Source: an optimization exercise on an open RTL-to-GDS flow (aim: small area, a short achievable clock period and few clock cycles). Production flows keep margins and buffers that such runs may drop. In this exercise RTL edits were held to simulation tests only and were not proved equivalent to the original.

File: design/flow/design.v
module fp_add (
    input  wire [31:0] a,
    input  wire [31:0] b,
    output wire [31:0] res,
    output wire        ovf
);
    wire        a_n  = a[30:23] != 8'd0;
    wire        b_n  = b[30:23] != 8'd0;
    wire [7:0]  ea   = {a[30:24], a[23] | ~a_n};
    wire [7:0]  eb   = {b[30:24], b[23] | ~b_n};
    wire        swap = b[30:0] > a[30:0];
    wire [7:0]  dab  = ea - eb;
    wire [7:0]  dba  = eb - ea;
    wire [7:0]  dexp = swap ? dba : dab;
    wire [7:0]  e_hi = swap ? eb : ea;
    wire [26:0] m_hi = swap ? {b_n, b[22:0], 3'b000} : {a_n, a[22:0], 3'b000};
    wire [26:0] m_lo = swap ? {a_n, a[22:0], 3'b000} : {b_n, b[22:0], 3'b000};
    wire        s_hi = swap ? b[31] : a[31];
    wire        esub = a[31] ^ b[31];
    wire        far  = dexp[7:5] != 3'd0;
    wire [4:0]  sha  = dexp[4:0];
    wire [26:0] sh   = m_lo >> sha;
    wire [26:0] lost = m_lo & ~({27{1'b1}} << sha);
    wire [26:0] al   = far ? 27'd0 : sh;
    wire        stk  = far ? (|m_lo) : (|lost);
    wire [26:0] al_s = {al[26:1], al[0] | stk};
    wire [27:0] sum  = esub ? ({1'b0, m_hi} - {1'b0, al_s}) : ({1'b0, m_hi} + {1'b0, al_s});
    wire [27:0] stop = (e_hi > 8'd27) ? 28'd0 : (28'd1 << (5'd27 - e_hi[4:0]));
    wire [4:0]  lz;
    fp_lzc28 u_lz (.v(sum | stop), .n(lz));
    wire [27:0] nrm  = sum << lz;
    wire [23:0] mt   = nrm[27:4];
    wire        g    = nrm[3];
    wire        st   = |nrm[2:0];
    wire        inc  = g & (st | mt[0]);
    wire [8:0]  ef   = {1'b0, e_hi} - {4'd0, lz};
    wire [31:0] pk   = {ef, 23'd0} + {8'd0, mt} + {31'd0, inc};
    wire        zero = sum == 28'd0;
    assign ovf = !zero && (pk[31:23] >= 9'd255);
    assign res = zero ? {a[31] & b[31], 31'd0} : {s_hi, pk[30:0]};
endmodule
module fp_lzc28 (
    input  wire [27:0] v,
    output wire [4:0]  n
);
    wire [31:0] x = {v, 4'hF};
    wire z16 = x[31:16] == 16'd0;
    wire [15:0] x1 = z16 ? x[15:0] : x[31:16];
    wire z8 = x1[15:8] == 8'd0;
    wire [7:0] x2 = z8 ? x1[7:0] : x1[15:8];
    wire z4 = x2[7:4] == 4'd0;
    wire [3:0] x3 = z4 ? x2[3:0] : x2[7:4];
    wire z2 = x3[3:2] == 2'd0;
    wire [1:0] x4 = z2 ? x3[1:0] : x3[3:2];
    wire z1 = ~x4[1];
    assign n = {z16, z8, z4, z2, z1};
endmodule
module fp_mul (
    input  wire              deq,
    input  wire              xs,
    input  wire signed [9:0] xe,
    input  wire [23:0]       xm,
    input  wire [7:0]        q,
    output wire [31:0]       res,
    output wire              ovf
);
    wire [2:0] k = q[7] ? 3'd0 : q[6] ? 3'd1 : q[5] ? 3'd2 : q[4] ? 3'd3 :
                   q[3] ? 3'd4 : q[2] ? 3'd5 : q[1] ? 3'd6 : 3'd7;
    wire [7:0]  qn = deq ? (q << k) : 8'hFF;
    wire [31:0] p  = qn * xm;
    wire [47:0] p48 = deq ? ({16'd0, p} + {8'd0, p, 8'd0} + {p, 16'd0} + {24'd0, xm})
                          : {p, 16'd0};
    wire        top = p48[47];
    wire [23:0] m0  = top ? p48[47:24] : p48[46:23];
    wire        g0  = top ? p48[23] : p48[22];
    wire        s0  = top ? (|p48[22:0]) : (|p48[21:0]);
    wire signed [10:0] eb = $signed({xe[9], xe}) + (deq ? -$signed({8'd0, k}) : 11'sd8)
                            - (top ? 11'sd0 : 11'sd1) + 11'sd127;
    wire        sub = eb < 11'sd1;
    wire [10:0] shw = 11'sd1 - eb;
    wire [4:0]  sh  = (shw > 11'd25) ? 5'd25 : shw[4:0];
    wire [24:0] v   = {m0, g0};
    wire [24:0] vs  = sub ? (v >> sh) : v;
    wire        ls  = sub & ((v & ~({25{1'b1}} << sh)) != 25'd0);
    wire [23:0] mt  = vs[24:1];
    wire        g   = vs[0];
    wire        st  = s0 | ls;
    wire        inc = g & (st | mt[0]);
    wire [9:0]  ef  = sub ? 10'd0 : eb[9:0] - 10'd1;
    wire [32:0] pk  = {ef, 23'd0} + {9'd0, mt} + {32'd0, inc};
    wire        zero = (xm == 24'd0) | (deq & (q == 8'd0));
    assign ovf = !zero && (pk[32:23] >= 10'd255);
    assign res = zero ? {xs & ~deq, 31'd0} : {xs, pk[30:0]};
endmodule
module ziz_qnt (
    input  wire        clk,
    input  wire        rst,
    input  wire        start,
    input  wire        op,
    input  wire [31:0] opa,
    input  wire [31:0] opb,
    input  wire [31:0] opc,
    output wire        ready,
    output reg         done,
    output reg  [31:0] res,
    output reg         oor,
    output reg  [2:0]  fcode
);
    localparam integer K  = 5;                  
    localparam integer NC = (26 + K - 1) / K;   
    localparam integer QW = K * NC;             
    localparam [2:0] S_IDLE = 3'd0,
                     S_1    = 3'd1,
                     S_XN   = 3'd2,
                     S_2    = 3'd3,
                     S_DN   = 3'd4,
                     S_DIV  = 3'd5,
                     S_RND  = 3'd6,
                     S_3    = 3'd7;
    reg [2:0]  state;
    reg        op_r;
    reg [31:0] a_r, min_r, max_r;
    reg              xs;
    reg signed [9:0] xe;
    reg [23:0]       xm;
    reg [24:0]       rem;
    reg [23:0]       dvs;
    reg [QW-1:0]     quo;
    reg signed [9:0] tex;
    reg              tsg;
    reg [2:0]        cnt;
    assign ready = (state == S_IDLE);
    wire fin_ok = (min_r[30:23] != 8'hFF) && (max_r[30:23] != 8'hFF) &&
                  (op_r || (a_r[30:23] != 8'hFF));
    wire eq_mm  = (max_r == min_r) || (max_r[30:0] == 31'd0 && min_r[30:0] == 31'd0);
    wire lt_mm  = !eq_mm && ((max_r[31] != min_r[31]) ? max_r[31] :
                  (max_r[31] ? (max_r[30:0] > min_r[30:0]) : (max_r[30:0] < min_r[30:0])));
    wire        add_x = (state == S_3) || (state == S_1 && !op_r);
    wire [31:0] add_a = add_x ? a_r : max_r;
    wire [31:0] add_b = {min_r[31] ^ (state != S_3), min_r[30:0]};
    wire [31:0] add_res;
    wire        add_ovf;
    fp_add u_add (.a(add_a), .b(add_b), .res(add_res), .ovf(add_ovf));
    wire [31:0] g_val = eq_mm ? 32'h3F800000 : add_res;
    wire        g_ovf = !eq_mm && add_ovf;
    wire [31:0] mul_res;
    wire        mul_ovf;
    fp_mul u_mul (.deq(op_r), .xs(xs), .xe(xe), .xm(xm), .q(a_r[7:0]),
                  .res(mul_res), .ovf(mul_ovf));
    reg [24:0]  r_nx;
    reg [K-1:0] q_nx;
    reg [24:0]  df;
    integer i;
    always @* begin
        r_nx = rem;
        for (i = K - 1; i >= 0; i = i - 1) begin
            df      = r_nx - {1'b0, dvs};
            q_nx[i] = !df[24] || r_nx[24];
            r_nx    = (q_nx[i] ? df : r_nx) << 1;
        end
    end
    wire        q_hi = quo[QW-1];
    wire [23:0] t_m0 = q_hi ? quo[QW-1:QW-24] : quo[QW-2:QW-25];
    wire        t_g  = q_hi ? quo[QW-25] : quo[QW-26];
    wire        t_s  = (q_hi ? (|quo[QW-26:0]) : (|quo[QW-27:0])) | (rem != 25'd0);
    wire        t_in = t_g & (t_s | t_m0[0]);
    wire [24:0] t_m1 = {1'b0, t_m0} + {24'd0, t_in};
    wire [23:0] t_m  = t_m1[24] ? 24'h800000 : t_m1[23:0];
    wire signed [10:0] t_e = $signed({tex[9], tex}) - (q_hi ? 11'sd0 : 11'sd1)
                             + (t_m1[24] ? 11'sd1 : 11'sd0);
    wire        t_ovf = t_e > 11'sd127;
    reg  [7:0]  r_byte;
    reg         r_oor;
    reg  [48:0] fx;
    reg  [23:0] ip;
    reg  [31:0] bg;
    reg         hf, sk, up;
    reg  [24:0] mag;
    always @* begin
        fx = 49'd0; ip = 24'd0; hf = 1'b0; sk = 1'b0; up = 1'b0; mag = 25'd0; bg = 32'd0;
        if (t_e < -11'sd1) begin
            r_byte = 8'd0;
            r_oor  = 1'b0;
        end else if (t_e <= 11'sd23) begin
            fx  = {t_m, 25'd0} >> (11'sd23 - t_e);
            ip  = fx[48:25];
            hf  = fx[24];
            sk  = |fx[23:0];
            up  = hf & (sk | ip[0]);
            mag = {1'b0, ip} + {24'd0, up};
            r_byte = tsg ? 8'd0 - mag[7:0] : mag[7:0];
            r_oor  = tsg ? (mag != 25'd0) : (mag > 25'd255);
        end else if (t_e <= 11'sd31) begin
            bg = {8'd0, t_m} << (t_e - 11'sd23);
            r_byte = tsg ? 8'd0 - bg[7:0] : bg[7:0];
            r_oor  = 1'b1;
        end else begin
            r_byte = 8'd0;
            r_oor  = 1'b1;
        end
    end
    wire [23:0] m_man = {mul_res[30:23] != 8'd0, mul_res[22:0]};
    wire [23:0] g_man = {g_val[30:23] != 8'd0, g_val[22:0]};
    wire [7:0]  m_ex  = {mul_res[30:24], mul_res[23] | (mul_res[30:23] == 8'd0)};
    wire [7:0]  g_ex  = {g_val[30:24], g_val[23] | (g_val[30:23] == 8'd0)};
    wire [31:0] x_src  = (op_r) ? g_val : add_res;
    wire        x_nrm  = x_src[30:23] != 8'd0;
    task finish(input [31:0] r, input o, input [2:0] f);
        begin
            state <= S_IDLE;
            done  <= 1'b1;
            res   <= r;
            oor   <= o;
            fcode <= f;
        end
    endtask
    always @(posedge clk) begin
        if (rst) begin
            state <= S_IDLE;
            done  <= 1'b0;
            res   <= 32'd0;
            oor   <= 1'b0;
            fcode <= 3'd0;
        end else begin
            done <= 1'b0;
            case (state)
                S_IDLE: begin
                    if (start) begin
                        op_r  <= op;
                        a_r   <= opa;
                        min_r <= opb;
                        max_r <= opc;
                        state <= S_1;
                    end
                end
                S_1: begin
                    xs <= x_src[31];
                    xe <= $signed({2'b0, x_nrm ? x_src[30:23] : 8'd1}) - 10'sd127;
                    xm <= {x_nrm, x_src[22:0]};
                    if (!fin_ok)
                        finish(32'd0, 1'b0, 3'd6);
                    else if (lt_mm)
                        finish(32'd0, 1'b0, 3'd7);
                    else if (op_r ? g_ovf : add_ovf)
                        finish(32'd0, 1'b0, 3'd6);
                    else if (!x_nrm && x_src[22:0] != 23'd0)
                        state <= S_XN;
                    else
                        state <= S_2;
                end
                S_XN: begin
                    xm <= xm << 1;
                    xe <= xe - 10'sd1;
                    if (xm[22])
                        state <= S_2;
                end
                S_2: begin
                    if (op_r) begin
                        a_r <= mul_res;
                        if (mul_ovf)
                            finish(32'd0, 1'b0, 3'd6);
                        else
                            state <= S_3;
                    end else begin
                        rem <= {1'b0, m_man};
                        dvs <= g_man;
                        tex <= $signed({2'b0, m_ex}) - $signed({2'b0, g_ex});
                        tsg <= mul_res[31];
                        cnt <= 3'd0;
                        if (g_ovf || mul_ovf)
                            finish(32'd0, 1'b0, 3'd6);
                        else if (mul_res[30:0] == 31'd0)
                            finish(32'd0, 1'b0, 3'd0);
                        else if (m_man[23] && g_man[23])
                            state <= S_DIV;
                        else
                            state <= S_DN;
                    end
                end
                S_DN: begin
                    if (!rem[23]) rem <= rem << 1;
                    if (!dvs[23]) dvs <= dvs << 1;
                    tex <= tex - (rem[23] ? 10'sd0 : 10'sd1) + (dvs[23] ? 10'sd0 : 10'sd1);
                    if ((rem[23] || rem[22]) && (dvs[23] || dvs[22]))
                        state <= S_DIV;
                end
                S_DIV: begin
                    rem <= r_nx;
                    quo <= {quo[QW-K-1:0], q_nx};
                    cnt <= cnt + 3'd1;
                    if (cnt == NC - 1)
                        state <= S_RND;
                end
                S_RND: begin
                    if (t_ovf)
                        finish(32'd0, 1'b0, 3'd6);
                    else
                        finish({24'd0, r_byte}, r_oor, 3'd0);
                end
                S_3: begin
                    if (add_ovf)
                        finish(32'd0, 1'b0, 3'd6);
                    else
                        finish(add_res, 1'b0, 3'd0);
                end
                default: state <= S_IDLE;
            endcase
        end
    end
endmodule
File: design/flow/run.sh
#!/bin/bash
# synth_recipe.tcl (not shown) runs the flow's synth.tcl, then flattens the netlist and writes it again
# the make line also repeats each setting of config.mk as NAME=value (left out here)
make -C /OpenROAD-flow-scripts/flow DESIGN_CONFIG=/design/flow/config.mk WORK_HOME=/design/flow/orfs CLKGATE_MAP_FILE= SYNTH_SCRIPT=/design/flow/synth_recipe.tcl finish
File: design/flow/config.mk
export PLATFORM = sky130hd
export DESIGN_NAME = ziz_qnt
export DESIGN_NICKNAME = ziz_qnt
export VERILOG_FILES = /design/flow/design.v
export SDC_FILE = /design/flow/constraint.sdc
export NUM_CORES = 4
export LEC_CHECK = 0
export CAP_MARGIN = 20
export CORE_MARGIN = 2
export CORE_UTILIZATION = 40
export PLACE_DENSITY = 0.6
export SLEW_MARGIN = 20
File: design/flow/constraint.sdc
create_clock -name core_clock -period 45.0 [get_ports {clk}]
set_input_delay 9.0000 -clock core_clock [delete_from_list [all_inputs] [get_ports {clk}]]
set_output_delay 9.0000 -clock core_clock [all_outputs]
set_load 0.01 [all_outputs]
==> notes.md <==
-- kinds of logic after synthesis --
logic type	synth area share [%]
buf+inv	6.72
simple gates	23.6
flops	14.5
compound gates	27.8
fa+ha+maj	16.4
mux	5.06
xor+xnor	5.99
-- worst paths after layout --
path | startpoint | to | depth (start not counted)
setup reg to reg | a_r[5] | tex[6] | 95
setup / recovery | a_r[5] | tex[6] | 95
hold reg to reg | res[11] | res[11] | 2
hold / removal | res[11] | res[11] | 2
-- worst max-delay path: cells and delay by family, from the launching register on --
kind,cells,cell delay (ps)
AOI/OAI and AO/OA,43,10640
xor gates and xnor gates,4,1110
adders and majority gates,15,5000
buffers and inverters,11,1440
DFF,1,530
muxes,1,390
and+or+nand+nor,21,8480
-- registers in the layout, indices dropped and copies added, names as in the netlist --
| name | flops |
|---|---|
| tex | 10 |
| res | 32 |
| quo | 30 |
| a_r | 32 |
| xs | 1 |
| fcode | 2 |
| state | 3 |
| min_r | 32 |
| rem | 25 |
| xm | 24 |
| max_r | 32 |
| dvs | 24 |
| op_r | 1 |
| xe | 10 |
| oor | 1 |
| done | 1 |
| cnt | 3 |
| tsg | 1 |
-- cell usage after synthesis, types with 28 or more instances --
library cell  number
a2111oi_0         29
a211oi_1          86
a21boi_0          57
a21o_1           159
a21oi_1          490
a221oi_1          28
a31oi_1           70
and2_1           156
and3_1            82
buf_1             39
buf_2             42
clkbuf_1         258
dfxtp_1           39
edfxtp_1         225
fa_1             153
ha_1             434
inv_1            525
mux2_2            88
mux2i_1          122
nand2_1          686
nand2b_1          82
nand3_1          184
nand4_1           79
nor2_1           605
nor2b_1          112
nor3_1           169
nor4_1            78
o211ai_1          74
o21a_1            94
o21ai_0          461
o21bai_1          55
o22ai_1           79
o31ai_1           52
o32ai_1           33
or2_2             48
or3_1             56
xnor2_1          239
xor2_1           116
-- per-layer routing --
metal  wire length (µm)  share of wire [%]  vias up
met4              11100                5.2        4
li1                   -                  -    25359
met3              17700                8.3      595
met1              91600                 43    26402
met5                 25              0.012        -
met2              92900                 44     2704
-- area by class of cell --
| cell class | count | area, µm² |
|---|---|---|
| antenna | 1 | 2.50 |
| multi-input combinational | 5812 | 41100 |
| tap | 1742 | 2180 |
| clock buffer | 39 | 922 |
| clock inverter | 25 | 294 |
| inverter | 544 | 2040 |
| sequential | 264 | 7540 |
| fill | 13386 | 72800 |
| timing repair buffer | 251 | 2220 |
-- metrics by stage --
| stage | cells | hold slack [ps] |
|---|---|---|
| after CTS | 8677 | 475 |
| after global placement | 8613 | 461 |
| after global routing | 8678 | 499 |
| final | 8678 | 473 |
| after floorplan | 6973 | 424 |
| after detailed placement | 8613 | 468 |
==> key figures <==
Worst setup path
  • Startpoint Class: flop
  • Worst Setup End Kind: flop
  • Worst path required time: 45330 ps
  • Most frequent CP cell: a21oi_1
  • Critical Path AT: 28250 ps
  • Worst setup path category: flop to flop
  • CP peak stage delay: 930 ps
  • R2r setup slk: 17080 ps
  • Worst path slowest cell: nor2_1
  • CP max FO: 23

Detailed routing
  • Avg WL per Cell: 24.6 µm
  • Via count: 55064
  • Pre-antenna DRT Iters: 8
  • Vias per cell: 6.35
  • Final ANT Viol Nets: 0
  • Routed WL: 213000 µm
  • DRC Markers: 0
  • Iter 0 DRT Violations: 6494

Timing
  • RSZ-0062 raised after global routing: no
  • Final hold violations: 0
  • Fin Setup TNS: 0 ps
  • Endpoints failing setup: 0
  • Fin crit period: 27920 ps
  • Fin crit share: 62.0%
  • Max_slew headroom: 16.7%
  • Setup WS post-layout: 17080 ps
  • Maximum clock rate: 35.8 MHz
  • Worst Max-Slew Pin Slew: 1220 ps
  • Slew Viols, Final: 0
  • Clk_skew: 38.5 ps

Clock network
  • Setup repair bufs after CTS: 0
  • Htree depth: 2
  • Clk buf depth: 3
  • Hold-fix buffer count after cts: 0
  • CTS tree: built
  • Clock Latency Late Sink: 610 ps
  • Gates resized, CTS repair: 0
  • CTS buffer count: 35
  • CTS sink count: 264
  • CTS Root Buffer Type: clkbuf_16
  • Clk slew on worst S/H paths: 70 ps

Layout
  • Post-route cell area: 56300 µm²
  • Most frequent cells in the layout: 686 x nand2_1, 602 x nor2_1, 525 x inv_1, 489 x a21oi_1, 459 x o21ai_0
  • Most common cell after layout, fill and taps aside: nand2_1
  • Final #Nets: 7595
  • Share of layout cells above drive strength 1: 6.46%
  • Area Growth Syn to Fin: 8.43%
  • Final core occ: 43.6%

Logic synthesis
  • Synth Cell Area: 51900 µm²
  • Top post-synthesis cells by area: edfxtp_1 13%, ha_1 10%, fa_1 5.9%
  • Net count after synthesis: 7660
  • Syn avg cell area: 7.45 µm²
  • Async SR Flop Fraction: 0%
  • Gate Count Post-Synth: 6973
  • Share of the synthesized area in the top cell type: 13.0%
  • Yosys reg bits: 264
  • Post-synthesis sequential area ratio: 14.5%
  • Main synth FF type: edfxtp_1
  • Yosys cell types: 119
  • EDFF count, synth: 225
  • Ys Warns: 1
  • Area leader, netlist: edfxtp_1

Outcome
  • Status: complete, no violations

GRT
  • Antenna violations before repair: 9
  • GRT Overall Usage: 30.9%
  • Routing usage on met2: 48.1%
  • Pin count of the biggest net entering global routing: 75
  • Grt peak-use layer: met2
  • Vias in the first global route: 51547
  • GRT met1 Usage: 42.3%
  • Overflow after GRT: 0
  • Met3 usage: 4.15%
  • Wire length of the first global-routing pass: 319000 µm

Placement
  • RD Place Congestion: 1.00
  • Post-Place Setup Slack: 17700 ps
  • Placed cell area: 55100 µm²
  • IO buf count: 137
  • HPWL after detailed placement: 167000 µm

Floorplanning
  • Initial core utilization: 40.2%
  • Standard-cell rows: 132
  • I/O pins: 138
  • Die area: 133000 µm²
  • Core area: 129000 µm²
  • Die width: 364 µm
  • Die height: 364 µm

Worst hold path
  • Hold Crit Class: flop to flop

Run
  • Max_cap viols: 0
Testbench counts, summed over its fixed seeds: cycles 13,610.

port drivers added, routing unchanged:
The flow's constraints put no driver on any port. The routed layout listed below was extracted and timed again, unchanged, in two steps.
Step 1 sets driving cells, clkbuf_16 on the clock port and buf_2 on the other inputs (assumed; they add their load-dependent delay and slew).
Step 2 times the ports against the registers' clock, not the clock port: input delays grow and output delays shrink by t, the midpoint of the rising clock arrivals with the driver on.
Slacks: no drivers / after step 1 / after step 2; pairs: no drivers / after step 1.
t (ns): 0.661
slack for setup (ns): 17.078 / 17.078 / 17.078
slew at the worst register clock pin (ns): 0.07 / 0.07
After both steps this run still meets setup and hold. The setup slack of this run moves by 0.000 ns with the drivers and by 0.000 ns with both steps.
